What follows belongs to an exercise in optimizing a design on an open flow for small area, a short achievable clock period and few clock cycles; a production flow would make more cautious choices. Function was checked by simulation only, so behaviour that the tests miss may differ from the original. Power is estimated from default activity; no workload was simulated.

--- flow/config.mk ---
export PLATFORM = sky130hd
export DESIGN_NAME = cgfc
export DESIGN_NICKNAME = cgfc
export VERILOG_FILES = /design/flow/design.v
export SDC_FILE = /design/flow/constraint.sdc
export NUM_CORES = 4
export LEC_CHECK = 0
export CAP_MARGIN = 20
export CELL_PAD_IN_SITES_DETAIL_PLACEMENT = 1
export CELL_PAD_IN_SITES_GLOBAL_PLACEMENT = 1
export CORE_MARGIN = 2
export CORE_UTILIZATION = 45
export PLACE_DENSITY = 0.6
export SETUP_SLACK_MARGIN = 4
export SLEW_MARGIN = 20
export TNS_END_PERCENT = 5
--- flow/constraint.sdc ---
create_clock -name core_clock -period 10.0 [get_ports {clk}]
set_input_delay 2.0000 -clock core_clock [delete_from_list [all_inputs] [get_ports {clk}]]
set_output_delay 2.0000 -clock core_clock [all_outputs]
set_load 0.01 [all_outputs]
--- flow/design.v ---
module cgfc #(
    parameter RAM_SIZE = 256,
    parameter AW       = 8           
) (
    input             clk,
    input             rst,           
    input             req,
    input             we,
    input      [16:0] addr,
    input      [1:0]  size,
    input      [31:0] wdata,
    output            ack,
    output     [31:0] rdata,
    output            berr
);
    localparam [7:0] C_OK        = 8'h00, C_ENC_BYTE  = 8'h01, C_ENC_END  = 8'h02,
                     C_DEC_START = 8'h03, C_DEC_DATA  = 8'h04, C_DEC_CMPL = 8'h05,
                     E_ILLEGAL   = 8'h80, E_CONFIG    = 8'h81, E_BOUNDS   = 8'h82,
                     E_CRC       = 8'h83, E_MALFORMED = 8'h84, E_OVERFLOW = 8'h85,
                     E_OVF_END   = 8'h86;
    localparam [1:0] ENC_DONE = 2'd0, ENC_CODE = 2'd1, ENC_DATA = 2'd2, ENC_TERM = 2'd3;
    localparam [1:0] DEC_IDLE = 2'd0, DEC_BLOCK = 2'd1, DEC_PBLOCK = 2'd2;
    localparam [3:0] S_IDLE  = 4'd0,   
                     S_DONE  = 4'd1,   
                     S_CRC   = 4'd2,   
                     S_SCAN  = 4'd3,   
                     S_BDATA = 4'd4,   
                     S_BTAIL = 4'd5,   
                     S_VDATA = 4'd6,   
                     S_VCRC  = 4'd7,   
                     S_WORD  = 4'd8,   
                     S_RD    = 4'd9,   
                     S_WAIT  = 4'd10;  
    reg [7:0]  st_code;
    reg        st_err;
    reg        st_fvalid;
    reg [2:0]  cfg_w;
    reg [7:0]  cfg_n;
    reg [31:0] arg0, arg1, arg2, arg3;
    reg [15:0] crc_acc;
    reg [1:0]  enc_st;
    reg [7:0]  enc_blk;
    reg        enc_zero;
    reg [AW:0] enc_ptr, enc_rem;
    reg [7:0]  enc_out;
    reg [1:0]  dec_st;
    reg [7:0]  dec_cnt;
    reg        dec_ovf;
    reg [AW:0] dec_base, dec_cap, dec_len;
    reg [AW:0] frm_len;
    reg [15:0] frm_crc, frm_resp, frm_wval;
    reg [31:0] frm_sval;
    reg [3:0]  state;
    reg [AW:0] ptr;         
    reg [AW:0] cnt;         
    reg [15:0] acc;         
    reg        first;       
    reg        ptr_off4;    
    reg        cflag;       
    reg        btail;       
    reg        bs1;         
    reg [AW:0] k;           
    reg        bs_done;     
    reg        woob;        
    reg [3:0]  rd_sel;      
    function [15:0] crc_step(input [15:0] a, input [7:0] b);
        integer i;
        reg [15:0] c;
        begin
            c = a ^ {b, 8'h00};
            for (i = 0; i < 8; i = i + 1)
                c = c[15] ? ({c[14:0], 1'b0} ^ 16'h1021) : {c[14:0], 1'b0};
            crc_step = c;
        end
    endfunction
    wire        idle     = state == S_IDLE;
    wire        ram_win  = addr[16];
    wire        reg_ok   = !ram_win && size == 2'd2 && addr[1:0] == 2'b00;
    wire        ram_ok   = ram_win && size == 2'd0;
    wire        ram_in   = ram_win && addr[15:AW] == 0;
    wire        is_cmd   = reg_ok && we && addr[15:2] == 14'd0;
    wire [7:0]  op   = wdata[31:24];
    wire [7:0]  fl   = wdata[23:16];
    wire [7:0]  rsv  = wdata[15:8];
    wire [7:0]  imm  = wdata[7:0];
    wire        z_f  = fl == 8'h00;
    wire        z_f1 = fl[7:1] == 7'h00;
    wire        z_r  = rsv == 8'h00;
    wire        z_i  = imm == 8'h00;
    wire op_multi = op == 8'h12 || op == 8'h40 || op == 8'h41 || op == 8'h42 ||
                    op == 8'h48 || op == 8'h49 || op == 8'h4A || op == 8'h50 ||
                    (op == 8'h21 && ((enc_st == ENC_CODE && !bs_done) || pw_en));
    reg  [2:0]    pf_v;     
    reg  [AW-1:0] pf_a;     
    reg  [23:0]   pf_d;
    wire pf_hit   = ram_win && size == 2'd0 && !we && addr[15:AW] == 0 &&
                    addr[AW-1:0] == pf_a && pf_v[0];
    wire two_cyc  = (ram_ok && !we && !pf_hit) || (is_cmd && op_multi);
    function [10:0] dl2_of(input [7:0] n, input [2:0] w);
        reg [10:0] n1;
        begin
            n1 = {3'd0, n} + 11'd1;
            case (w)
                3'd2:    dl2_of = {n1[9:0], 1'b0};
                3'd3:    dl2_of = n1 + {n1[9:0], 1'b0};
                default: dl2_of = {n1[8:0], 2'b00};
            endcase
        end
    endfunction
    reg  [10:0] dl2;         
    reg         span_oob;    
    reg  [5:0]  oobf;        
    wire        w_ok  = cfg_w == 3'd2 || cfg_w == 3'd3 || cfg_w == 3'd4;
    wire [10:0] w11   = {8'd0, cfg_w};
    wire [10:0] dl0   = w11;                                
    wire [10:0] dl1   = {w11[9:0], 1'b0};                   
    wire        a0big = arg0[31:AW+1] != 0;                 
    wire [11:0] a0    = {3'd0, arg0[AW:0]};
    wire        wr_reg = idle && req && reg_ok && we;
    wire        wr_cfg = wr_reg && addr[15:0] == 16'h0008;
    wire        wr_a0  = wr_reg && addr[15:0] == 16'h0010;
    wire        wr_a1  = wr_reg && addr[15:0] == 16'h0014;
    wire        do_soft   = idle && req && is_cmd && wdata == 32'h01000000;
    function [5:0] oob_of(input [31:0] a, input [2:0] w, input [10:0] d);
        reg        big;
        reg [11:0] an, wn, e0, e1, e2;
        begin
            big = a[31:AW+1] != 0;
            an  = {3'd0, a[AW:0]};
            wn  = {9'd0, w};
            e0  = an + wn;
            e1  = an + {wn[10:0], 1'b0};
            e2  = an + {1'b0, d};
            oob_of = {big || e2 + wn > RAM_SIZE, big || e1 + wn > RAM_SIZE,
                      big || e0 + wn > RAM_SIZE, big || e2 > RAM_SIZE,
                      big || e1 > RAM_SIZE, big || e0 > RAM_SIZE};
        end
    endfunction
    function span_of(input [31:0] a, input [31:0] b);
        reg [11:0] sum;
        begin
            sum     = {3'd0, a[AW:0]} + {3'd0, b[AW:0]};
            span_of = a[31:AW+1] != 0 || b[31:AW+1] != 0 || sum > RAM_SIZE;
        end
    endfunction
    wire [10:0] dl2_w = dl2_of(wdata[15:8], wdata[2:0]);
    always @(posedge clk) begin
        if (rst || do_soft) begin
            dl2      <= 11'd0;
            span_oob <= 1'b0;
            oobf     <= 6'b000000;
        end else begin
            if (wr_cfg) dl2 <= dl2_w;
            if (wr_a0)  span_oob <= span_of(wdata, arg1);
            if (wr_a1)  span_oob <= span_of(arg0, wdata);
            if (wr_a0)  oobf <= oob_of(wdata, cfg_w, dl2);
            if (wr_cfg) oobf <= oob_of(arg0, wdata[2:0], dl2_w);
        end
    end
    wire oob0a = oobf[0], oob1a = oobf[1], oob2a = oobf[2];
    wire oob0b = oobf[3], oob1b = oobf[4], oob2b = oobf[5];
    wire [1:0]  shp   = op[1:0];
    wire [10:0] dl_s  = (shp == 2'd0) ? dl0 : (shp == 2'd1) ? dl1 : dl2;
    wire        tail_s = fl[0] || shp == 2'd2;
    wire        oob_a = (shp == 2'd0) ? oob0a : (shp == 2'd1) ? oob1a : oob2a;
    wire        oob_b = (shp == 2'd0) ? oob0b : (shp == 2'd1) ? oob1b : oob2b;
    wire        b_oob = tail_s ? oob_b : oob_a;
    wire        v_oob = oob_b;
    wire [10:0] b_len = dl_s + (tail_s ? w11 : 11'd0);
    wire [10:0] v_len = dl_s + w11;
    wire [11:0] jA    = (cfg_w == 3'd4) ? {2'b00, imm, 2'b00} : {3'b000, imm, 1'b0};
    wire [11:0] jB    = (cfg_w == 3'd3) ? {4'd0, imm} : 12'd0;
    wire [11:0] wbeg  = a0 + jA + jB;
    wire [11:0] wbeg4 = (a0 + 12'd4) + jA + jB;
    reg  [4*(AW-2)-1:0] wrows;
    integer wb;
    always @* begin
        for (wb = 0; wb < 4; wb = wb + 1)
            wrows[(AW-2)*wb +: (AW-2)] = (wb < wbeg[1:0]) ? wbeg4[AW-1:2] : wbeg[AW-1:2];
    end
    wire [11:0] wend  = wbeg + {1'b0, w11};
    wire [AW:0] enc_m = (enc_rem > 254) ? 9'd254 : enc_rem;
    function [4*(AW-2)-1:0] rows_of(input [AW-1:0] a);
        integer b;
        begin
            for (b = 0; b < 4; b = b + 1)
                rows_of[(AW-2)*b +: (AW-2)] = a[AW-1:2] + ((b < a[1:0]) ? 1'b1 : 1'b0);
        end
    endfunction
    reg  [4*(AW-2)-1:0] prow;
    wire [AW-1:0] rp = ptr[AW-1:0];
    wire [31:0]   bdv;      
    wire [3:0]    bmask;
    wire          host_w;
    wire          dec_w;
    wire          bld_w;
    reg           pw_en;
    reg  [AW-1:0] pw_a;
    reg  [7:0]    pw_d;
    always @(posedge clk) begin
        pw_en <= !rst && (host_w || dec_w);
        pw_a  <= host_w ? addr[AW-1:0] : dec_wa;
        pw_d  <= host_w ? wdata[7:0] : dec_byte;
    end
    wire [AW-1:0] dec_wa;
    wire [7:0]    dec_byte;
    wire [31:0] bank_q;
    genvar gb;
    generate
        for (gb = 0; gb < 4; gb = gb + 1) begin : bank
            reg  [7:0]    mem [0:(RAM_SIZE/4)-1];
            wire [1:0]    bi  = gb;
            wire [1:0]    wl  = bi - rp[1:0];                
            wire          we_b = pw_en ? pw_a[1:0] == bi : bld_w && bmask[wl];
            wire [AW-3:0] wr  = pw_en ? pw_a[AW-1:2] : prow[(AW-2)*gb +: (AW-2)];
            wire [7:0]    wd  = pw_en ? pw_d : bdv[8*wl +: 8];
            always @(posedge clk)
                if (we_b) mem[wr] <= wd;
            assign bank_q[8*gb +: 8] = mem[prow[(AW-2)*gb +: (AW-2)]];
        end
    endgenerate
    wire [63:0] bq2 = {bank_q, bank_q};
    wire [31:0] win = bq2[8*rp[1:0] +: 32];
    wire [7:0]  r0 = win[7:0], r1 = win[15:8], r2 = win[23:16], r3 = win[31:24];
    wire [2:0]  nb    = (cnt > 4) ? 3'd4 : cnt[2:0];        
    wire        last4 = cnt <= 4;
    reg  [7:0] bb0, bb1, bb2, bb3;
    always @* begin
        bb0 = 8'h00; bb1 = 8'h00; bb2 = 8'h00; bb3 = 8'h00;
        if (first) begin
            bb0 = arg2[15:8];
            bb1 = arg2[7:0];
            if (bs1 && cfg_w == 3'd2) begin bb2 = arg3[15:8]; bb3 = arg3[7:0]; end
            if (bs1 && cfg_w == 3'd3) bb3 = arg3[15:8];
        end else if (bs1 && ptr_off4) begin
            if (cfg_w == 3'd3) bb0 = arg3[7:0];
            if (cfg_w == 3'd4) begin bb0 = arg3[15:8]; bb1 = arg3[7:0]; end
        end
    end
    wire        cb    = state == S_BDATA;
    wire [7:0]  c0 = cb ? bb0 : r0, c1 = cb ? bb1 : r1, c2 = cb ? bb2 : r2, c3 = cb ? bb3 : r3;
    wire [15:0] k1 = crc_step(acc, c0);
    wire [15:0] k2 = crc_step(k1, c1);
    wire [15:0] k3 = crc_step(k2, c2);
    wire [15:0] k4 = crc_step(k3, c3);
    wire [15:0] acc_n = (nb == 3'd1) ? k1 : (nb == 3'd2) ? k2 : (nb == 3'd3) ? k3 :
                        (nb == 3'd4) ? k4 : acc;
    wire [AW:0] sk = k;
    wire [AW:0] sm = enc_m;
    wire [AW:0] sk1 = sk + 9'd1, sk2 = sk + 9'd2, sk3 = sk + 9'd3, sk4 = sk + 9'd4;
    wire l0 = sk == sm, l1 = sk1 == sm, l2 = sk2 == sm, l3 = sk3 == sm;    
    wire h0 = l0 || r0 == 8'h00;
    wire h1 = l1 || r1 == 8'h00;
    wire h2 = l2 || r2 == 8'h00;
    wire h3 = l3 || r3 == 8'h00;
    wire s0 = h0, s1 = !h0 && h1, s2 = !h0 && !h1 && h2, s3 = !h0 && !h1 && !h2 && h3;
    wire        shit = h0 || h1 || h2 || h3;
    wire [AW:0] skk  = ({AW+1{s0}} & sk) | ({AW+1{s1}} & sk1) |
                       ({AW+1{s2}} & sk2) | ({AW+1{s3}} & sk3);
    wire        bsr     = idle && bs_done;
    wire [AW:0] res_k   = bsr ? k : skk;
    wire [AW:0] res_k1  = bsr ? sk1 : (({AW+1{s0}} & sk1) | ({AW+1{s1}} & sk2) |
                                       ({AW+1{s2}} & sk3) | ({AW+1{s3}} & sk4));
    wire        res_lim = bsr ? l0 : ((s0 && l0) || (s1 && l1) || (s2 && l2) || (s3 && l3));
    wire        res_ab  = (k == 0) && (bsr || s0);           
    wire [31:0] rsel = 32'd1 << addr[6:2];
    wire [31:0] reg_mux =
        ({32{rsel[5'h01]}} & {22'd0, st_fvalid, st_err, st_code}) |
        ({32{rsel[5'h02]}} & {16'd0, cfg_n, 5'd0, cfg_w}) |
        ({32{rsel[5'h04]}} & arg0) |
        ({32{rsel[5'h05]}} & arg1) |
        ({32{rsel[5'h06]}} & arg2) |
        ({32{rsel[5'h07]}} & arg3) |
        ({32{rsel[5'h08]}} & {16'd0, crc_acc}) |
        ({32{rsel[5'h0C]}} & {15'd0, enc_zero, enc_blk, 6'd0, enc_st}) |
        ({32{rsel[5'h0D]}} & {{(31-AW){1'b0}}, enc_ptr}) |
        ({32{rsel[5'h0E]}} & {{(31-AW){1'b0}}, enc_rem}) |
        ({32{rsel[5'h0F]}} & {24'd0, enc_out}) |
        ({32{rsel[5'h10]}} & {15'd0, dec_ovf, dec_cnt, 6'd0, dec_st}) |
        ({32{rsel[5'h11]}} & {{(31-AW){1'b0}}, dec_base}) |
        ({32{rsel[5'h12]}} & {{(31-AW){1'b0}}, dec_cap}) |
        ({32{rsel[5'h13]}} & {{(31-AW){1'b0}}, dec_len}) |
        ({32{rsel[5'h14]}} & {{(31-AW){1'b0}}, frm_len}) |
        ({32{rsel[5'h15]}} & {16'd0, frm_crc}) |
        ({32{rsel[5'h16]}} & {16'd0, frm_resp}) |
        ({32{rsel[5'h17]}} & {16'd0, frm_wval}) |
        ({32{rsel[5'h18]}} & frm_sval);
    wire        reg_rd_ok = reg_ok && addr[15:7] == 9'd0;
    wire fin_pred = (state == S_DONE) || (state == S_RD) || (state == S_BTAIL) || (state == S_VCRC) ||
                    (state == S_WORD) || (state == S_CRC && last4) ||
                    (state == S_BDATA && last4 && !btail);
    assign ack   = req && (idle ? !two_cyc : fin_pred);
    wire   idle_n = rst || (idle ? !(req && two_cyc) : (fin_pred || state == S_WAIT));
    wire   bs_keep = idle && !pw_en &&
                     !(req && is_cmd && (op == 8'h01 || op == 8'h20 || op == 8'h21));
    wire   bs_adv  = bs_keep && enc_st == ENC_CODE && !bs_done;
    assign berr  = !(reg_ok || ram_ok);
    wire [7:0] ram_rd = ({8{rd_sel[0]}} & bank_q[7:0])   | ({8{rd_sel[1]}} & bank_q[15:8]) |
                        ({8{rd_sel[2]}} & bank_q[23:16]) | ({8{rd_sel[3]}} & bank_q[31:24]);
    assign rdata = {24'd0, ram_rd | (pf_hit ? pf_d[7:0] : 8'h00)} | ({32{reg_rd_ok}} & reg_mux);
    assign dec_wa = dec_base[AW-1:0] + dec_len[AW-1:0];
    wire          dec_room = !dec_ovf && dec_len < dec_cap;
    wire          cmd_dec = idle && req && is_cmd && op == 8'h31 && z_f && z_r;
    wire dec_emit_lit = dec_st != DEC_IDLE && dec_cnt != 8'd0 && imm != 8'h00;
    wire dec_emit_zero = dec_st == DEC_BLOCK && dec_cnt == 8'd0 && imm != 8'h00;
    wire [3:0] lanes_n = (nb == 3'd1) ? 4'b0001 : (nb == 3'd2) ? 4'b0011 :
                         (nb == 3'd3) ? 4'b0111 : (nb == 3'd4) ? 4'b1111 : 4'b0000;
    wire [3:0] lanes_w = (cfg_w == 3'd2) ? 4'b0011 : (cfg_w == 3'd3) ? 4'b0111 : 4'b1111;
    wire [15:0] t_word = cflag ? acc : 16'h0000;
    assign host_w   = idle && req && ram_ok && ram_in && we;
    assign dec_w    = cmd_dec && (dec_emit_lit || dec_emit_zero) && dec_room;
    assign dec_byte = dec_emit_lit ? imm : 8'h00;
    assign bld_w    = state == S_BDATA || state == S_BTAIL;
    assign bmask    = (state == S_BDATA) ? lanes_n : lanes_w;
    assign bdv      = (state == S_BDATA) ? {bb3, bb2, bb1, bb0} : {16'h0000, t_word[7:0], t_word[15:8]};
    reg [7:0] code;    
    reg       fin;     
    reg [3:0]  state_n;
    reg [AW:0] ptr_n, encp_n, encp_i;
    always @(posedge clk) begin
        state_n = state;
        ptr_n   = ptr;
        encp_n  = enc_ptr;
        encp_i  = enc_ptr;
        fin  = 1'b0;
        code = C_OK;
        if (rst) begin
            state_n     = S_IDLE;
            st_code   <= C_OK;  st_err  <= 1'b0; st_fvalid <= 1'b0;
            cfg_w     <= 3'd0;  cfg_n   <= 8'd0;
            arg0      <= 32'd0; arg1    <= 32'd0; arg2 <= 32'd0; arg3 <= 32'd0;
            crc_acc   <= 16'hFFFF;
            enc_st    <= ENC_DONE; enc_blk <= 8'd0; enc_zero <= 1'b0;
            encp_n   = 0; enc_rem <= 0; enc_out <= 8'd0;
            dec_st    <= DEC_IDLE; dec_cnt <= 8'd0; dec_ovf <= 1'b0;
            dec_base  <= 0; dec_cap <= 0; dec_len <= 0;
            frm_len   <= 0; frm_crc <= 16'd0; frm_resp <= 16'd0; frm_wval <= 16'd0;
            frm_sval  <= 32'd0;
            ptr_n = 0; cnt <= 0; acc <= 16'd0; first <= 1'b0; ptr_off4 <= 1'b0;
            cflag <= 1'b0; btail <= 1'b0; bs1 <= 1'b0;
            rd_sel <= 4'b0000; pf_v <= 3'b000; pf_a <= 0; pf_d <= 24'd0; k <= 0; bs_done <= 1'b0; woob <= 1'b0;
        end else begin
            case (state)
            S_IDLE: if (req) begin
                if (ram_ok && !we && pf_hit) begin
                end else if (ram_ok && !we) begin
                    ptr_n   = {1'b0, addr[AW-1:0]};
                    rd_sel <= ram_in ? (4'b0001 << addr[1:0]) : 4'b0000;
                    state_n = S_RD;
                end else if (reg_ok && we && !is_cmd) begin
                    case (addr[15:0])
                        16'h0008: begin cfg_w <= wdata[2:0]; cfg_n <= wdata[15:8]; end
                        16'h0010: arg0 <= wdata;
                        16'h0014: arg1 <= wdata;
                        16'h0018: arg2 <= wdata;
                        16'h001C: arg3 <= wdata;
                        16'h0020: crc_acc <= wdata[15:0];
                        default: ;
                    endcase
                end else if (is_cmd) begin
                    fin = 1'b1;
                    if (op_multi) state_n = S_DONE;
                    case (op)
                        8'h21:   ptr_n = ptr + 9'd4;
                        8'h50:   ptr_n = wbeg[AW:0];
                        default: ptr_n = arg0[AW:0];
                    endcase
                    case (op)
                    8'h00: if (!(z_f && z_r && z_i)) code = E_ILLEGAL;
                    8'h01: if (z_f && z_r && z_i) begin                 
                        st_err <= 1'b0; st_fvalid <= 1'b0;
                        cfg_w <= 3'd0; cfg_n <= 8'd0;
                        arg0 <= 32'd0; arg1 <= 32'd0; arg2 <= 32'd0; arg3 <= 32'd0;
                        crc_acc <= 16'hFFFF;
                        enc_st <= ENC_DONE; enc_blk <= 8'd0; enc_zero <= 1'b0;
                        encp_n = 0; enc_rem <= 0; enc_out <= 8'd0;
                        dec_st <= DEC_IDLE; dec_cnt <= 8'd0; dec_ovf <= 1'b0;
                        dec_base <= 0; dec_cap <= 0; dec_len <= 0;
                        frm_len <= 0; frm_crc <= 16'd0; frm_resp <= 16'd0;
                        frm_wval <= 16'd0; frm_sval <= 32'd0;
                    end else code = E_ILLEGAL;
                    8'h02: if (z_f && z_r && z_i) st_err <= 1'b0;    
                           else code = E_ILLEGAL;
                    8'h10: if (z_f && z_r && z_i) crc_acc <= 16'hFFFF;
                           else code = E_ILLEGAL;
                    8'h11: if (z_f && z_r) crc_acc <= crc_step(crc_acc, imm);
                           else code = E_ILLEGAL;
                    8'h12: if (z_f1 && z_r && z_i) begin                 
                        if (span_oob) code = E_BOUNDS;
                        else begin
                            fin   = 1'b0;
                            acc   <= fl[0] ? 16'hFFFF : crc_acc;
                            cnt   <= arg1[AW:0];
                            state_n = S_CRC;
                        end
                    end else code = E_ILLEGAL;
                    8'h20: if (z_f && z_r && z_i) begin                  
                        if (span_oob) code = E_BOUNDS;
                        else begin
                            encp_n = arg0[AW:0]; enc_rem <= arg1[AW:0];
                            enc_st <= ENC_CODE; enc_blk <= 8'd0; enc_zero <= 1'b0;
                        end
                    end else code = E_ILLEGAL;
                    8'h21: if (pw_en) begin                              
                        fin     = 1'b0;
                        state_n = S_WAIT;
                    end else if (z_f && z_r && z_i) begin
                        case (enc_st)
                        ENC_DONE: code = C_ENC_END;
                        ENC_TERM: begin
                            code = C_ENC_BYTE; enc_out <= 8'h00; enc_st <= ENC_DONE;
                        end
                        ENC_CODE: begin
                            code = C_ENC_BYTE;
                            if (!bs_done && !shit) begin
                                fin     = 1'b0;
                                k       <= k + 9'd4;
                                state_n = S_SCAN;
                            end
                        end
                        default: begin                                  
                            code = C_ENC_BYTE;
                            enc_out <= r0;
                            enc_blk <= enc_blk - 8'd1;
                            if (enc_blk == 8'd1) begin                  
                                enc_blk <= 8'd0;
                                if (enc_zero) begin
                                    encp_n = enc_ptr + 9'd2; enc_rem <= enc_rem - 9'd2;
                                    enc_zero <= 1'b0; enc_st <= ENC_CODE;
                                end else begin
                                    encp_n = enc_ptr + 1'b1; enc_rem <= enc_rem - 1'b1;
                                    enc_st <= (enc_rem == 1) ? ENC_TERM : ENC_CODE;
                                end
                            end else begin
                                encp_n = enc_ptr + 1'b1; enc_rem <= enc_rem - 1'b1;
                            end
                        end
                        endcase
                    end else code = E_ILLEGAL;
                    8'h30: if (z_f && z_r && z_i) begin                  
                        if (span_oob) code = E_BOUNDS;
                        else begin
                            dec_base <= arg0[AW:0]; dec_cap <= arg1[AW:0];
                            dec_st <= DEC_IDLE; dec_cnt <= 8'd0; dec_ovf <= 1'b0;
                            dec_len <= 0;
                        end
                    end else code = E_ILLEGAL;
                    8'h31: if (z_f && z_r) begin                         
                        if (dec_st == DEC_IDLE) begin
                            if (imm != 8'h00) begin                     
                                dec_len <= 0; dec_ovf <= 1'b0;
                                dec_st  <= (imm == 8'hFF) ? DEC_PBLOCK : DEC_BLOCK;
                                dec_cnt <= (imm == 8'hFF) ? 8'd254 : imm - 8'd1;
                                code = C_DEC_START;
                            end
                        end else if (dec_cnt == 8'd0) begin
                            if (imm == 8'h00) begin                     
                                dec_st <= DEC_IDLE; dec_cnt <= 8'd0;
                                if (dec_ovf) begin
                                    code = E_OVF_END; dec_len <= 0; dec_ovf <= 1'b0;
                                end else code = C_DEC_CMPL;
                            end else begin                              
                                dec_st  <= (imm == 8'hFF) ? DEC_PBLOCK : DEC_BLOCK;
                                dec_cnt <= (imm == 8'hFF) ? 8'd254 : imm - 8'd1;
                                if (dec_st == DEC_BLOCK) begin          
                                    if (dec_room) begin
                                        dec_len <= dec_len + 1'b1;
                                        code = C_DEC_DATA;
                                    end else begin
                                        dec_ovf <= 1'b1; code = E_OVERFLOW;
                                    end
                                end
                            end
                        end else begin
                            if (imm == 8'h00) begin                     
                                dec_st <= DEC_IDLE; dec_cnt <= 8'd0;
                                dec_len <= 0; dec_ovf <= 1'b0;
                                code = E_MALFORMED;
                            end else begin                              
                                dec_cnt <= dec_cnt - 8'd1;
                                if (dec_room) begin
                                    dec_len <= dec_len + 1'b1;
                                    code = C_DEC_DATA;
                                end else begin
                                    dec_ovf <= 1'b1; code = E_OVERFLOW;
                                end
                            end
                        end
                    end else code = E_ILLEGAL;
                    8'h40, 8'h41, 8'h42: if (z_f1 && z_r && z_i) begin   
                        if (!w_ok) code = E_CONFIG;
                        else if (b_oob) code = E_BOUNDS;
                        else begin
                            fin      = 1'b0;
                            bs1      <= shp == 2'd1;
                            cflag    <= fl[0];
                            btail    <= tail_s;
                            frm_len  <= b_len[AW:0];    
                            acc      <= 16'hFFFF;
                            cnt      <= dl_s[AW:0];
                            first    <= 1'b1;
                            ptr_off4 <= 1'b0;
                            state_n    = S_BDATA;
                        end
                    end else code = E_ILLEGAL;
                    8'h48, 8'h49, 8'h4A: if (z_f && z_r && z_i) begin    
                        if (!w_ok || v_oob) begin
                            code = w_ok ? E_BOUNDS : E_CONFIG;
                            st_fvalid <= 1'b0; frm_resp <= 16'd0;
                        end else begin
                            fin   = 1'b0;
                            frm_len <= v_len[AW:0];
                            acc   <= 16'hFFFF;
                            cnt   <= dl_s[AW:0];
                            first <= 1'b1;
                            state_n = S_VDATA;
                        end
                    end else code = E_ILLEGAL;
                    8'h50: if (z_f && z_r) begin                         
                        if (!w_ok) code = E_CONFIG;
                        else begin
                            fin   = 1'b0;
                            woob  <= a0big || wend > RAM_SIZE;
                            state_n = S_WORD;
                        end
                    end else code = E_ILLEGAL;
                    default: code = E_ILLEGAL;
                    endcase
                end
            end
            S_DONE: state_n = S_IDLE;
            S_RD: begin
                rd_sel  <= 4'b0000;
                pf_v    <= (rd_sel != 4'b0000) ? 3'b111 : 3'b000;
                pf_a    <= ptr[AW-1:0] + 1'b1;
                pf_d    <= {r3, r2, r1};
                state_n = S_IDLE;
            end
            S_WAIT: state_n = S_IDLE;
            S_CRC: begin
                acc <= acc_n;
                ptr_n = ptr + 9'd4;
                cnt <= cnt - {6'd0, nb};
                if (last4) begin
                    crc_acc <= acc_n;
                    fin   = 1'b1;
                    state_n = S_IDLE;
                end
            end
            S_SCAN: begin
                if (shit) begin
                    fin   = 1'b1;
                    code  = C_ENC_BYTE;
                    state_n = S_DONE;
                end else begin
                    k     <= k + 9'd4;
                end
                ptr_n = ptr + 9'd4;         
            end
            S_BDATA: begin
                acc      <= acc_n;
                ptr_n      = ptr + {6'd0, nb};
                cnt      <= cnt - {6'd0, nb};
                first    <= 1'b0;
                ptr_off4 <= first;
                if (last4) begin
                    frm_crc <= acc_n;
                    if (btail) state_n = S_BTAIL;
                    else begin
                        fin   = 1'b1;
                        state_n = S_IDLE;
                    end
                end
            end
            S_BTAIL: begin
                fin   = 1'b1;
                state_n = S_IDLE;
            end
            S_VDATA: begin
                acc   <= acc_n;
                if (first) frm_resp <= {r0, r1};   
                first <= 1'b0;
                ptr_n   = ptr + {6'd0, nb};
                cnt   <= cnt - {6'd0, nb};
                if (last4) state_n = S_VCRC;
            end
            S_VCRC: begin
                fin = 1'b1;
                frm_crc <= acc;
                if ({r0, r1} == acc) begin
                    st_fvalid <= 1'b1;
                end else begin
                    frm_resp  <= 16'd0;
                    st_fvalid <= 1'b0;
                    code = E_CRC;
                end
                state_n = S_IDLE;
            end
            S_WORD: begin
                fin = 1'b1;
                if (woob) code = E_BOUNDS;
                else begin
                    frm_wval <= {r0, r1};
                    case (cfg_w)
                        3'd2:    frm_sval <= {{16{r0[7]}}, r0, r1};
                        3'd3:    frm_sval <= {{8{r0[7]}}, r0, r1, r2};
                        default: frm_sval <= {r0, r1, r2, r3};
                    endcase
                end
                state_n = S_IDLE;
            end
            default: state_n = S_IDLE;
            endcase
            encp_i = encp_n;
            if (idle && req && is_cmd && op == 8'h21 && z_f && z_r && z_i &&
                enc_st == ENC_CODE && bs_done && !pw_en && k == 0 && k != sm)
                encp_i = enc_ptr + 1'b1;
            if ((idle && req && is_cmd && op == 8'h21 && z_f && z_r && z_i && !pw_en &&
                 enc_st == ENC_CODE && (bs_done || shit)) || (state == S_SCAN && shit)) begin
                enc_out  <= res_k1[7:0];
                enc_blk  <= res_k[7:0];
                enc_zero <= !res_lim && !res_ab;
                if (res_ab) begin                                      
                    if (!res_lim) begin
                        encp_n = enc_ptr + 1'b1; enc_rem <= enc_rem - 1'b1;
                        enc_st <= ENC_CODE;
                    end else begin
                        enc_st <= (enc_rem == 0) ? ENC_TERM : ENC_CODE;
                    end
                end else begin
                    enc_st <= ENC_DATA;
                end
            end
            if (fin) begin
                st_code <= code;
                if (code[7]) st_err <= 1'b1;
            end
            if (idle && req && we) pf_v <= 3'b000;
            else if (idle && req && pf_hit) begin
                pf_v <= {1'b0, pf_v[2:1]};
                pf_a <= pf_a + 1'b1;
                pf_d <= {8'h00, pf_d[23:8]};
            end
            if (idle_n) begin
                if (!bs_keep) begin
                    k       <= 0;
                    bs_done <= 1'b0;
                end else if (enc_st == ENC_CODE && !bs_done) begin
                    if (shit) begin
                        k       <= skk;
                        bs_done <= 1'b1;
                    end else begin
                        k       <= k + 9'd4;
                    end
                end
            end
        end
        if (rst) ptr_n = 0;
        else if (idle_n) ptr_n = bs_adv ? ptr + 9'd4 : encp_i;
        state   <= state_n;
        enc_ptr <= encp_n;
        ptr     <= ptr_n;
        prow    <= (!rst && idle && req && is_cmd && op == 8'h50) ? wrows : rows_of(ptr_n[AW-1:0]);
    end
endmodule
--- flow/flow/run.sh ---
#!/bin/bash
# The standard layout (standard.sh: the standard flow's synthesis and ORFS steps, unchanged
# settings from config.mk), with two differences in how it sizes cells:
#  - the port buffers are buf_4 cells instead of the delay-cell buffer
#    buffer_ports picks by default;
#  - the resizer may swap a cell for one of another footprint
#    (MATCH_CELL_FOOTPRINT=0), so those buffers and the logic can be resized.
# ORFS writes each step's full log under orfs/logs/; make's own output goes to
# standard.log here.
set -euo pipefail
cd "$(dirname "$0")/.."
bash standard.sh MATCH_CELL_FOOTPRINT=0 \
    "BUFFER_PORTS_ARGS=-buffer_cell sky130_fd_sc_hd__buf_4" finish > standard.log 2>&1
--- flow/standard.sh ---
#!/bin/bash
# synth_recipe.tcl (not shown) runs the flow's synth.tcl, then flattens the netlist and writes it again
# the make line also repeats each setting of config.mk as NAME=value (left out here)
make -C /OpenROAD-flow-scripts/flow DESIGN_CONFIG=/design/flow/config.mk WORK_HOME=/design/flow/orfs CLKGATE_MAP_FILE= SYNTH_SCRIPT=/design/flow/synth_recipe.tcl "${@:-finish}"
==> flow_summary.html, run 1 <==
<table>
<tr><th>Metric</th><th>Value</th></tr>
<tr><th colspan="2">Synthesis</th></tr>
<tr><td>EDFF count, synth</td><td>2048</td></tr>
<tr><td>Sequential cell area fraction in the yosys report</td><td>0.589</td></tr>
<tr><td>Number of flip-flops and latches in the synthesized netlist</td><td>2523</td></tr>
<tr><td>Largest family of logic cells by synthesized area</td><td>compound AO/OA/AOI/OAI gates</td></tr>
<tr><td>Compound-Gate Fraction of Synth Area</td><td>0.120</td></tr>
<tr><td>Summed instance area of the synthesized netlist</td><td>0.121 mm^2</td></tr>
<tr><td>Top cells by area, synth</td><td>sky130_fd_sc_hd__edfxtp_1, sky130_fd_sc_hd__dfxtp_1, sky130_fd_sc_hd__mux4_2</td></tr>
<tr><td>Fraction of registers with async set or reset after synthesis</td><td>0</td></tr>
<tr><td>Post-synthesis mux area share</td><td>0.110</td></tr>
<tr><td>Number of cells produced by synthesis</td><td>9588</td></tr>
<tr><td>Average instance area after synthesis</td><td>12.6 um^2</td></tr>
<tr><td>Simple-gate share of the synthesized area</td><td>0.100</td></tr>
<tr><td>Primary flip-flop cell chosen by synthesis mapping</td><td>sky130_fd_sc_hd__edfxtp_1</td></tr>
<tr><td>Unique masters post-synth</td><td>116</td></tr>
<tr><td>Yosys top cell by area</td><td>sky130_fd_sc_hd__edfxtp_1</td></tr>
<tr><td>Count of synthesis-stage warnings from yosys</td><td>1</td></tr>
<tr><td>Net count of the mapped netlist</td><td>9818</td></tr>
<tr><td>Fraction of the mapped netlist area in adder cells</td><td>0.0200</td></tr>
<tr><td>Xor and xnor area share after synthesis</td><td>0.0305</td></tr>
<tr><td>Area share of the largest cell type after synthesis</td><td>0.510</td></tr>
<tr><th colspan="2">CTS</th></tr>
<tr><td>Number of buffers added by the clock tree synthesis step</td><td>284</td></tr>
<tr><td>Clock Pin Slew Worst Setup and Hold Paths</td><td>0.06 ns</td></tr>
<tr><td>Clk latency of the worst-skew pair</td><td>0.92 ns</td></tr>
<tr><td>Deepest clock path buffer count</td><td>4</td></tr>
<tr><td>Maximum level of the CTS H-tree</td><td>5</td></tr>
<tr><td>Post-CTS Hold Buffers</td><td>0</td></tr>
<tr><td>Master cell of the clock root buffer</td><td>sky130_fd_sc_hd__clkbuf_16</td></tr>
<tr><td>TritonCTS sink count</td><td>2523</td></tr>
<tr><td>TritonCTS clock tree</td><td>built</td></tr>
<tr><th colspan="2">Setup path</th></tr>
<tr><td>Most numerous cell on the critical path</td><td>sky130_fd_sc_hd__buf_4</td></tr>
<tr><td>Type of destination of the critical path</td><td>output pin</td></tr>
<tr><td>Slowest cell on the critical path</td><td>sky130_fd_sc_hd__a32oi_2</td></tr>
<tr><td>List of cells traversed by the critical path</td><td>buf_16, buf_4, nand2b_4, or2_4, nor2_4, buf_2, a221oi_2, nand4_1, a32oi_2, nand3_4, buf_4</td></tr>
<tr><td>Critical path start-end classification</td><td>input port to output pin</td></tr>
<tr><td>Worst setup SP type</td><td>input port</td></tr>
<tr><td>WP data required</td><td>8.00 ns</td></tr>
<tr><td>Critical path's largest stage delay</td><td>0.44 ns</td></tr>
<tr><td>Endpoint arrival time on the critical path</td><td>4.36 ns</td></tr>
<tr><td>Register-to-register path setup slack</td><td>3.70 ns</td></tr>
<tr><td>Largest fanout on the critical path</td><td>7</td></tr>
<tr><th colspan="2">Routing</th></tr>
<tr><td>Overall via count from detail_route</td><td>89200</td></tr>
<tr><td>Top Layer Used</td><td>met5</td></tr>
<tr><td>Post-route DRC</td><td>0</td></tr>
<tr><td>Routed length on met2</td><td>228 mm</td></tr>
<tr><td>Total Routed Length</td><td>502 mm</td></tr>
<tr><td>Count of nets left with antenna violations after detail routing</td><td>0</td></tr>
<tr><td>DRT iter0 DRCs</td><td>9952</td></tr>
<tr><td>Vias per cell</td><td>6.55</td></tr>
<tr><td>Met1 Routed Length</td><td>207 mm</td></tr>
<tr><td>Routed length on met3</td><td>38.7 mm</td></tr>
<tr><td>First-pass iteration count of the detailed router</td><td>12</td></tr>
<tr><td>Per-cell routed wire length</td><td>36.9 um</td></tr>
<tr><th colspan="2">Die</th></tr>
<tr><td>Area of the core</td><td>0.267 mm^2</td></tr>
<tr><td>Die Span Y</td><td>522 um</td></tr>
<tr><td>Die area</td><td>0.272 mm^2</td></tr>
<tr><td>Top-level port count</td><td>89</td></tr>
<tr><td>Effective utilization at floorplan</td><td>0.451</td></tr>
<tr><td>Horizontal die dimension</td><td>522 um</td></tr>
<tr><td>Core Rows</td><td>190</td></tr>
<tr><th colspan="2">Global route</th></tr>
<tr><td>Number of antenna violations at the first check in global routing</td><td>23</td></tr>
<tr><td>Global-route usage over all layers</td><td>0.361</td></tr>
<tr><td>Global-route wire length before repair</td><td>698 mm</td></tr>
<tr><td>Pin count of the biggest net entering global routing</td><td>84</td></tr>
<tr><td>Number of global-route vias before repair</td><td>88600</td></tr>
<tr><td>GR Overflow Total</td><td>0</td></tr>
<tr><th colspan="2">Placed design</th></tr>
<tr><td>Post-DP HPWL</td><td>344 mm</td></tr>
<tr><td>Routability congestion estimate</td><td>1.01</td></tr>
<tr><td>Number of input and output port buffers inserted</td><td>88</td></tr>
<tr><td>Worst slack at placement</td><td>2.06 ns</td></tr>
<tr><th colspan="2">Timing</th></tr>
<tr><td>Worst slew pin tran</td><td>1.19 ns</td></tr>
<tr><td>Slew Viols, Final</td><td>0</td></tr>
<tr><td>Minimum clock period after layout</td><td>6.36 ns</td></tr>
<tr><td>Final setup violation count</td><td>0</td></tr>
<tr><td>Fraction of the cycle the final worst path needs</td><td>0.636</td></tr>
<tr><td>Max-slew headroom</td><td>0.208</td></tr>
<tr><td>Smallest setup slack after layout</td><td>3.64 ns</td></tr>
<tr><td>Final hold violation count</td><td>0</td></tr>
<tr><td>WHS</td><td>0.459 ns</td></tr>
<tr><td>Final setup TNS</td><td>0 ns</td></tr>
<tr><td>Clk_skew</td><td>0.0569 ns</td></tr>
<tr><td>Highest clock rate</td><td>157 MHz</td></tr>
<tr><td>RSZ-0062 raised after global routing</td><td>yes</td></tr>
<tr><th colspan="2">Power and ir drop</th></tr>
<tr><td>Leakage power figure</td><td>43.0 nW</td></tr>
<tr><td>Power Dens Cells</td><td>165 mW/mm^2</td></tr>
<tr><td>Worst vdd rail ir drop</td><td>0.000171 V</td></tr>
<tr><th colspan="2">Cells and area</th></tr>
<tr><td>Final nets</td><td>10000</td></tr>
<tr><td>Fraction of final layout cells with drive strength greater than 1</td><td>0.178</td></tr>
<tr><td>Layout area overhead</td><td>15.5%</td></tr>
<tr><td>Utilization after layout</td><td>0.521</td></tr>
<tr><th colspan="2">Worst hold path</th></tr>
<tr><td>Worst min-delay path class</td><td>flip-flop to flip-flop</td></tr>
<tr><th colspan="2">Run status</th></tr>
<tr><td>Outcome</td><td>complete, no violations</td></tr>
<tr><th colspan="2">Run</th></tr>
<tr><td>Number of max-cap violations</td><td>0</td></tr>
</table>
==> final cells by class <==
type | instances | area (um^2)
Tap cell | 3552 | 4440
Inverter | 151 | 601
Clock buffer | 354 | 7550
Antenna cell | 23 | 57.6
Multi-Input combinational cell | 6282 | 48200
Sequential cell | 2523 | 71100
Fill cell | 26700 | 128000
Clock inverter | 159 | 1700
Timing Repair Buffer | 576 | 5630
==> flip-flops by register name, summed over array words and instances (netlist names), 9 cells and up <==
register / count
acc: 16
arg0: 32
arg1: 32
arg2: 32
arg3: 32
bank.mem: 2048
cnt: 9
crc_acc: 16
dec_base: 9
dec_cap: 9
dec_len: 9
dl2: 11
enc_ptr: 9
enc_rem: 9
frm_crc: 16
frm_len: 9
frm_resp: 16
frm_sval: 32
frm_wval: 15
k: 9
pf_d: 24
prow: 24
==> power by group <==
group / leakage, nW / internal, W / switching, W
sequential: 20.7 / 0.0112 / 0.00000728
clock: 4.49 / 0.00606 / 0.00454
combinational: 17.9 / 0.000441 / 0.000705
total: 43.0 / 0.0177 / 0.00525
==> through the flow <==
stage                     total power (W)  cell area [um^2]  instances
after CTS                          0.0230            138000      13500
after floorplan                    0.0121            121000       9588
after detailed placement           0.0124            126000      12900
after global routing               0.0235            139000      13600
final                              0.0230            139000      13600
after global placement             0.0124            126000      12900
==> per-layer routing <==
layer  vias up  global-route usage
met1     46600               0.490
li1      37400                   -
met3      1051              0.0661
met2      4145               0.565
met5         -                   0
met4        16               0.167
==> worst max-delay path, delay by kind of cell <==
kind,cells,cell delay [ns]
AOI/OAI and AO/OA,2,0.82
and+or+nand+nor,5,0.83
buffers and inverters,4,0.69
==> layout by cell type, fill, tap and decap left out, types with 57 or more instances in the layout <==
master                      count
sky130_fd_sc_hd__nand3_1      245
sky130_fd_sc_hd__ha_1         142
sky130_fd_sc_hd__clkbuf_16    306
sky130_fd_sc_hd__clkbuf_1      57
sky130_fd_sc_hd__mux2i_1      485
sky130_fd_sc_hd__xor2_1       117
sky130_fd_sc_hd__a22oi_1      298
sky130_fd_sc_hd__nand4_1       72
sky130_fd_sc_hd__a31oi_1       71
sky130_fd_sc_hd__mux4_2       319
sky130_fd_sc_hd__nand2_1      736
sky130_fd_sc_hd__nor3_1       133
sky130_fd_sc_hd__edfxtp_1    2048
sky130_fd_sc_hd__buf_4        460
sky130_fd_sc_hd__nand2b_1      74
sky130_fd_sc_hd__inv_1        132
sky130_fd_sc_hd__a32oi_1       74
sky130_fd_sc_hd__nor2b_1       66
sky130_fd_sc_hd__o21ai_0      345
sky130_fd_sc_hd__a22o_1        63
sky130_fd_sc_hd__a21o_1        60
sky130_fd_sc_hd__xnor2_1      184
sky130_fd_sc_hd__dfxtp_1      454
sky130_fd_sc_hd__a21oi_1      560
sky130_fd_sc_hd__nor2_1       958
sky130_fd_sc_hd__o211ai_1      60
==> synth_stat cells, types with 64 or more instances <==
| master | count |
|---|---|
| sky130_fd_sc_hd__nor4_1 | 64 |
| sky130_fd_sc_hd__nand3_1 | 254 |
| sky130_fd_sc_hd__xor2_1 | 118 |
| sky130_fd_sc_hd__a21oi_1 | 569 |
| sky130_fd_sc_hd__a221oi_1 | 72 |
| sky130_fd_sc_hd__nand2b_1 | 80 |
| sky130_fd_sc_hd__a32oi_1 | 76 |
| sky130_fd_sc_hd__clkbuf_1 | 423 |
| sky130_fd_sc_hd__nand4_1 | 72 |
| sky130_fd_sc_hd__inv_1 | 138 |
| sky130_fd_sc_hd__nor3_1 | 146 |
| sky130_fd_sc_hd__mux4_2 | 319 |
| sky130_fd_sc_hd__ha_1 | 145 |
| sky130_fd_sc_hd__xnor2_1 | 193 |
| sky130_fd_sc_hd__nand2_1 | 745 |
| sky130_fd_sc_hd__a22oi_1 | 303 |
| sky130_fd_sc_hd__nor2b_1 | 85 |
| sky130_fd_sc_hd__mux2i_1 | 491 |
| sky130_fd_sc_hd__dfxtp_1 | 475 |
| sky130_fd_sc_hd__nor2_1 | 1010 |
| sky130_fd_sc_hd__a211oi_1 | 64 |
| sky130_fd_sc_hd__a31oi_1 | 85 |
| sky130_fd_sc_hd__o21ai_0 | 396 |
| sky130_fd_sc_hd__edfxtp_1 | 2048 |
==> path summary, 6_finish.rpt <==
check	startpoint	end	cells after the start
max reg2reg	prow[11]	crc_acc[5]	16
min	pf_d[15]	pf_d[7]	2
min reg2reg	pf_d[15]	pf_d[7]	2
max	addr[5]	rdata[7]	11
==> cells by family after synthesis <==
group	Yosys count
buf+inv	783
mux	885
other cells	1
flops	2523
xor+xnor	355
compound gates	2173
fa+ha+maj	175
simple gates	2693
==> repair_timing <==
| item | 4_1_cts | 5_1_grt |
|---|---|---|
| endpoints found under the setup margin | 179 | 132 |
| gates cloned | 15 | 3 |
| resized for setup | 334 | 136 |
| setup buffers | 135 | 42 |
| pin swaps | 42 | 35 |
Testbench counts, summed over its fixed seeds: cycles 39,514.
==> run 2: changes to the inputs <==
==> flow/flow/run.sh (replaced) <==
#!/bin/bash
# The standard layout (standard.sh: the standard flow's synthesis and ORFS steps, with
# the settings of config.mk), with three differences in how it places and
# sizes cells:
#  - the port buffers are buf_4 cells instead of the delay-cell buffer
#    buffer_ports picks by default;
#  - the resizer may swap a cell for one of another footprint
#    (MATCH_CELL_FOOTPRINT=0), so those buffers and the logic can be resized;
#  - the pin placer puts all ports on the bottom edge of the die, so that the
#    host interface logic sits close to its pins.
# ORFS writes each step's full log under orfs/logs/; make's own output goes to
# standard.log here.
set -euo pipefail
cd "$(dirname "$0")/.."
bash standard.sh MATCH_CELL_FOOTPRINT=0 \
    "BUFFER_PORTS_ARGS=-buffer_cell sky130_fd_sc_hd__buf_4" \
    "PLACE_PINS_ARGS=-exclude left:* -exclude right:* -exclude top:*" \
    finish > standard.log 2>&1
==> run 2 against run 1 <==
- core utilization down 0.24 points
- sequential cell count unchanged
- first-iteration DRC count up 5.6%
- critical path type is now flip-flop to output pin
- largest cell class unchanged
- largest power group unchanged
==> flow_summary.html, run 2 <==
<table>
<tr><th>Metric</th><th>Value</th></tr>
<tr><th colspan="2">Synthesis</th></tr>
<tr><td>Yosys top cell by area</td><td>sky130_fd_sc_hd__edfxtp_1</td></tr>
<tr><td>Area share of the largest cell type after synthesis</td><td>0.510</td></tr>
<tr><td>Library cell with the highest instance count after synthesis</td><td>sky130_fd_sc_hd__edfxtp_1</td></tr>
<tr><td>Number of flip-flops and latches in the synthesized netlist</td><td>2523</td></tr>
<tr><td>Unique masters post-synth</td><td>116</td></tr>
<tr><td>EDFF count, synth</td><td>2048</td></tr>
<tr><td>Net count of the mapped netlist</td><td>9818</td></tr>
<tr><td>Number of cells produced by synthesis</td><td>9588</td></tr>
<tr><td>Average instance area after synthesis</td><td>12.6 um^2</td></tr>
<tr><td>Primary flip-flop cell chosen by synthesis mapping</td><td>sky130_fd_sc_hd__edfxtp_1</td></tr>
<tr><td>Count of synthesis-stage warnings from yosys</td><td>1</td></tr>
<tr><td>Sequential cell area fraction in the yosys report</td><td>0.589</td></tr>
<tr><td>Top cells by area, synth</td><td>sky130_fd_sc_hd__edfxtp_1, sky130_fd_sc_hd__dfxtp_1, sky130_fd_sc_hd__mux4_2</td></tr>
<tr><td>Top cell types by occurrence after synthesis</td><td>sky130_fd_sc_hd__edfxtp_1, sky130_fd_sc_hd__nor2_1, sky130_fd_sc_hd__nand2_1, sky130_fd_sc_hd__a21oi_1, sky130_fd_sc_hd__mux2i_1</td></tr>
<tr><td>Summed instance area of the synthesized netlist</td><td>0.121 mm^2</td></tr>
<tr><td>Fraction of registers with async set or reset after synthesis</td><td>0</td></tr>
<tr><th colspan="2">Routing</th></tr>
<tr><td>Vias per cell</td><td>6.58</td></tr>
<tr><td>DRT iter0 DRCs</td><td>10500</td></tr>
<tr><td>Post-route DRC</td><td>0</td></tr>
<tr><td>First-pass iteration count of the detailed router</td><td>7</td></tr>
<tr><td>Per-cell routed wire length</td><td>37.4 um</td></tr>
<tr><td>Overall via count from detail_route</td><td>89400</td></tr>
<tr><td>Total Routed Length</td><td>508 mm</td></tr>
<tr><td>Count of nets left with antenna violations after detail routing</td><td>0</td></tr>
<tr><th colspan="2">Die</th></tr>
<tr><td>Effective utilization at floorplan</td><td>0.451</td></tr>
<tr><td>Top-level port count</td><td>89</td></tr>
<tr><td>Core Rows</td><td>190</td></tr>
<tr><td>Die Span Y</td><td>522 um</td></tr>
<tr><td>Area of the core</td><td>0.267 mm^2</td></tr>
<tr><td>Horizontal die dimension</td><td>522 um</td></tr>
<tr><td>Die area</td><td>0.272 mm^2</td></tr>
<tr><th colspan="2">Global route</th></tr>
<tr><td>Global-route wire length before repair</td><td>707 mm</td></tr>
<tr><td>Pin count of the biggest net entering global routing</td><td>142</td></tr>
<tr><td>Number of antenna violations at the first check in global routing</td><td>23</td></tr>
<tr><td>GR Overflow Total</td><td>0</td></tr>
<tr><td>Number of global-route vias before repair</td><td>88600</td></tr>
<tr><td>Global-route usage over all layers</td><td>0.367</td></tr>
<tr><th colspan="2">Timing</th></tr>
<tr><td>Final setup violation count</td><td>0</td></tr>
<tr><td>Final setup TNS</td><td>0 ns</td></tr>
<tr><td>Highest clock rate</td><td>151 MHz</td></tr>
<tr><td>Minimum clock period after layout</td><td>6.62 ns</td></tr>
<tr><td>Final hold violation count</td><td>0</td></tr>
<tr><td>Clk_skew</td><td>0.0681 ns</td></tr>
<tr><td>Slew Viols, Final</td><td>0</td></tr>
<tr><td>Max-slew headroom</td><td>0.108</td></tr>
<tr><td>Worst slew pin tran</td><td>1.33 ns</td></tr>
<tr><td>RSZ-0062 raised after global routing</td><td>yes</td></tr>
<tr><td>Fraction of the cycle the final worst path needs</td><td>0.662</td></tr>
<tr><th colspan="2">CTS</th></tr>
<tr><td>TritonCTS clock tree</td><td>built</td></tr>
<tr><td>Clock Pin Slew Worst Setup and Hold Paths</td><td>0.06 ns</td></tr>
<tr><td>Post-CTS Hold Buffers</td><td>0</td></tr>
<tr><td>Deepest clock path buffer count</td><td>4</td></tr>
<tr><td>TritonCTS sink count</td><td>2523</td></tr>
<tr><td>Maximum level of the CTS H-tree</td><td>5</td></tr>
<tr><td>Number of buffers added by the clock tree synthesis step</td><td>286</td></tr>
<tr><td>Master cell of the clock root buffer</td><td>sky130_fd_sc_hd__clkbuf_16</td></tr>
<tr><td>Clk latency of the worst-skew pair</td><td>0.94 ns</td></tr>
<tr><th colspan="2">Setup path</th></tr>
<tr><td>Critical path start-end classification</td><td>flip-flop to output pin</td></tr>
<tr><td>Register-to-register path setup slack</td><td>3.43 ns</td></tr>
<tr><td>Type of destination of the critical path</td><td>output pin</td></tr>
<tr><td>Worst setup SP type</td><td>flip-flop</td></tr>
<tr><td>Largest fanout on the critical path</td><td>12</td></tr>
<tr><td>Endpoint arrival time on the critical path</td><td>4.62 ns</td></tr>
<tr><td>WP data required</td><td>8.00 ns</td></tr>
<tr><th colspan="2">Cells and area</th></tr>
<tr><td>Layout area overhead</td><td>15.0%</td></tr>
<tr><td>Leading cell types in the layout, fill and taps excluded</td><td>sky130_fd_sc_hd__edfxtp_1, sky130_fd_sc_hd__nor2_1, sky130_fd_sc_hd__nand2_1</td></tr>
<tr><td>Leading cell type in the layout, fill and taps excluded</td><td>sky130_fd_sc_hd__edfxtp_1</td></tr>
<tr><td>Register with the most flip-flops</td><td>bank.mem</td></tr>
<tr><td>Fraction of final layout cells with drive strength greater than 1</td><td>0.172</td></tr>
<tr><td>Total area of sequential cells</td><td>0.0711 mm^2</td></tr>
<tr><td>Final nets</td><td>10000</td></tr>
<tr><td>Total area of multi-input combinational cells</td><td>0.0479 mm^2</td></tr>
<tr><td>Number of filler cells placed in the layout</td><td>26700</td></tr>
<tr><td>Largest register FFs</td><td>2048</td></tr>
<tr><th colspan="2">Worst hold path</th></tr>
<tr><td>Worst min-delay path class</td><td>flip-flop to flip-flop</td></tr>
<tr><th colspan="2">Power and ir drop</th></tr>
<tr><td>Worst vdd rail ir drop</td><td>0.000157 V</td></tr>
<tr><td>Leakage power figure</td><td>42.8 nW</td></tr>
<tr><td>Overall power</td><td>0.0229 W</td></tr>
<tr><td>Power Dens Cells</td><td>165 mW/mm^2</td></tr>
<tr><th colspan="2">Placed design</th></tr>
<tr><td>Routability congestion estimate</td><td>0.988</td></tr>
<tr><td>Number of input and output port buffers inserted</td><td>88</td></tr>
<tr><td>Post-DP HPWL</td><td>348 mm</td></tr>
<tr><th colspan="2">Run</th></tr>
<tr><td>Number of max-cap violations</td><td>0</td></tr>
<tr><th colspan="2">Run status</th></tr>
<tr><td>Outcome</td><td>complete, no violations</td></tr>
</table>
run 2: cell type report:
cell class                 count  share of cell area
clock buffer                 366              0.0556
sequential                  2523               0.513
inverter                     151             0.00431
multi-input combinational   6282               0.345
clock inverter               146              0.0111
tap                         3552              0.0321
timing repair buffer         560              0.0385
antenna                        7            0.000126
run 2: kinds of logic (layout without fill, tap and decap cells):
logic type               count (synthesis)  after routing  synth area share
multiplexers                           885            885             0.110
XOR/XNOR                               355            355            0.0305
flip-flops                            2523           2523             0.589
other                                    1              8         0.0000311
adder cells (fa/ha/maj)                175            175            0.0200
AO/OA/AOI/OAI                         2173           2173             0.120
buffers and inverters                  783           1223            0.0300
AND/OR/NAND/NOR                       2693           2693             0.100
run 2: repair_timing:
item	4_1_cts	5_1_grt
gates cloned	13	1
setup buffers	132	32
pin swaps	30	18
setup endpoints to repair	175	181
gates resized for setup	258	104
run 2: worst max-delay path: stages (launching register included):
cell                       delay, ns
sky130_fd_sc_hd__dfxtp_4        0.51
sky130_fd_sc_hd__buf_4          0.21
sky130_fd_sc_hd__buf_12         0.18
sky130_fd_sc_hd__mux4_2         0.38
sky130_fd_sc_hd__a22oi_1        0.17
sky130_fd_sc_hd__a311oi_1       0.19
sky130_fd_sc_hd__or4_4          0.61
sky130_fd_sc_hd__a222oi_1       0.77
sky130_fd_sc_hd__nand3_1        0.36
sky130_fd_sc_hd__buf_4          0.25
run 2: final timing paths:
| kind | startpoint | cells past startpoint | endpoint |
|---|---|---|---|
| setup / recovery | prow[1] | 9 | rdata[2] |
| hold / removal | pf_d[22] | 2 | pf_d[14] |
| setup reg to reg | cfg_w[0] | 17 | frm_crc[8] |
| hold reg to reg | pf_d[22] | 2 | pf_d[14] |
run 2: metrics by stage:
stage / utilization / instance area, um^2 / setup slack [ns] / instances / hold WS, ns
3_5_place_dp: 0.470 / 126000 / 2.08 / 12900 / 0.453
4_1_cts: 0.515 / 138000 / 3.38 / 13500 / 0.417
6_report: 0.519 / 139000 / 3.38 / 13600 / 0.438
2_1_floorplan: - / 121000 / 3.77 / 9588 / 0.431
3_3_place_gp: 0.470 / 126000 / 1.95 / 12900 / 0.437
5_1_grt: 0.519 / 139000 / 3.42 / 13600 / 0.436
run 2: power by group:
part / internal (W) / switching, W
logic: 0.000426 / 0.000703
registers: 0.0112 / 0.00000664
clock network: 0.00602 / 0.00452
run 2: per-layer routing:
layer / routed length (um) / global-route usage
met5: 106 / 0
met4: 28800 / 0.173
met3: 38800 / 0.0619
met2: 231000 / 0.572
met1: 209000 / 0.502

re-timing with driven ports:
In the flow no input, the clock included, has a driving cell. The finished layouts below were timed again as built, in two steps. Step 1: set_driving_cell puts a clkbuf_16 on clk and a buf_2 on each other input, an assumption about the parent block. Step 2 adds t to the input delays and takes it off the output delays; t is the mean of the earliest and latest rising clock arrival at the registers after step 1. Input paths then give back, and output paths get back, about the clock's delay inside the block. Slacks: ideal / step 1 / step 2; pairs: ideal / step 1.
run | t (ns) | slack for setup (ns) | hold WS [ns] | worst register clock-pin slew, ns | cell pins on the clock port's net
run 1 | 0.994 | 3.638 / 3.573 / 3.187 | 0.459 / 0.459 / 0.459 | 0.08 / 0.08 | 1
run 2 | 1.022 | 3.380 / 3.260 / 2.982 | 0.438 / 0.438 / 0.438 | 0.07 / 0.07 | 1
After both steps every run listed still meets setup and hold. For run 1, which loses most, drivers alone change the setup slack by -0.065 ns; drivers and shift together by -0.451 ns.
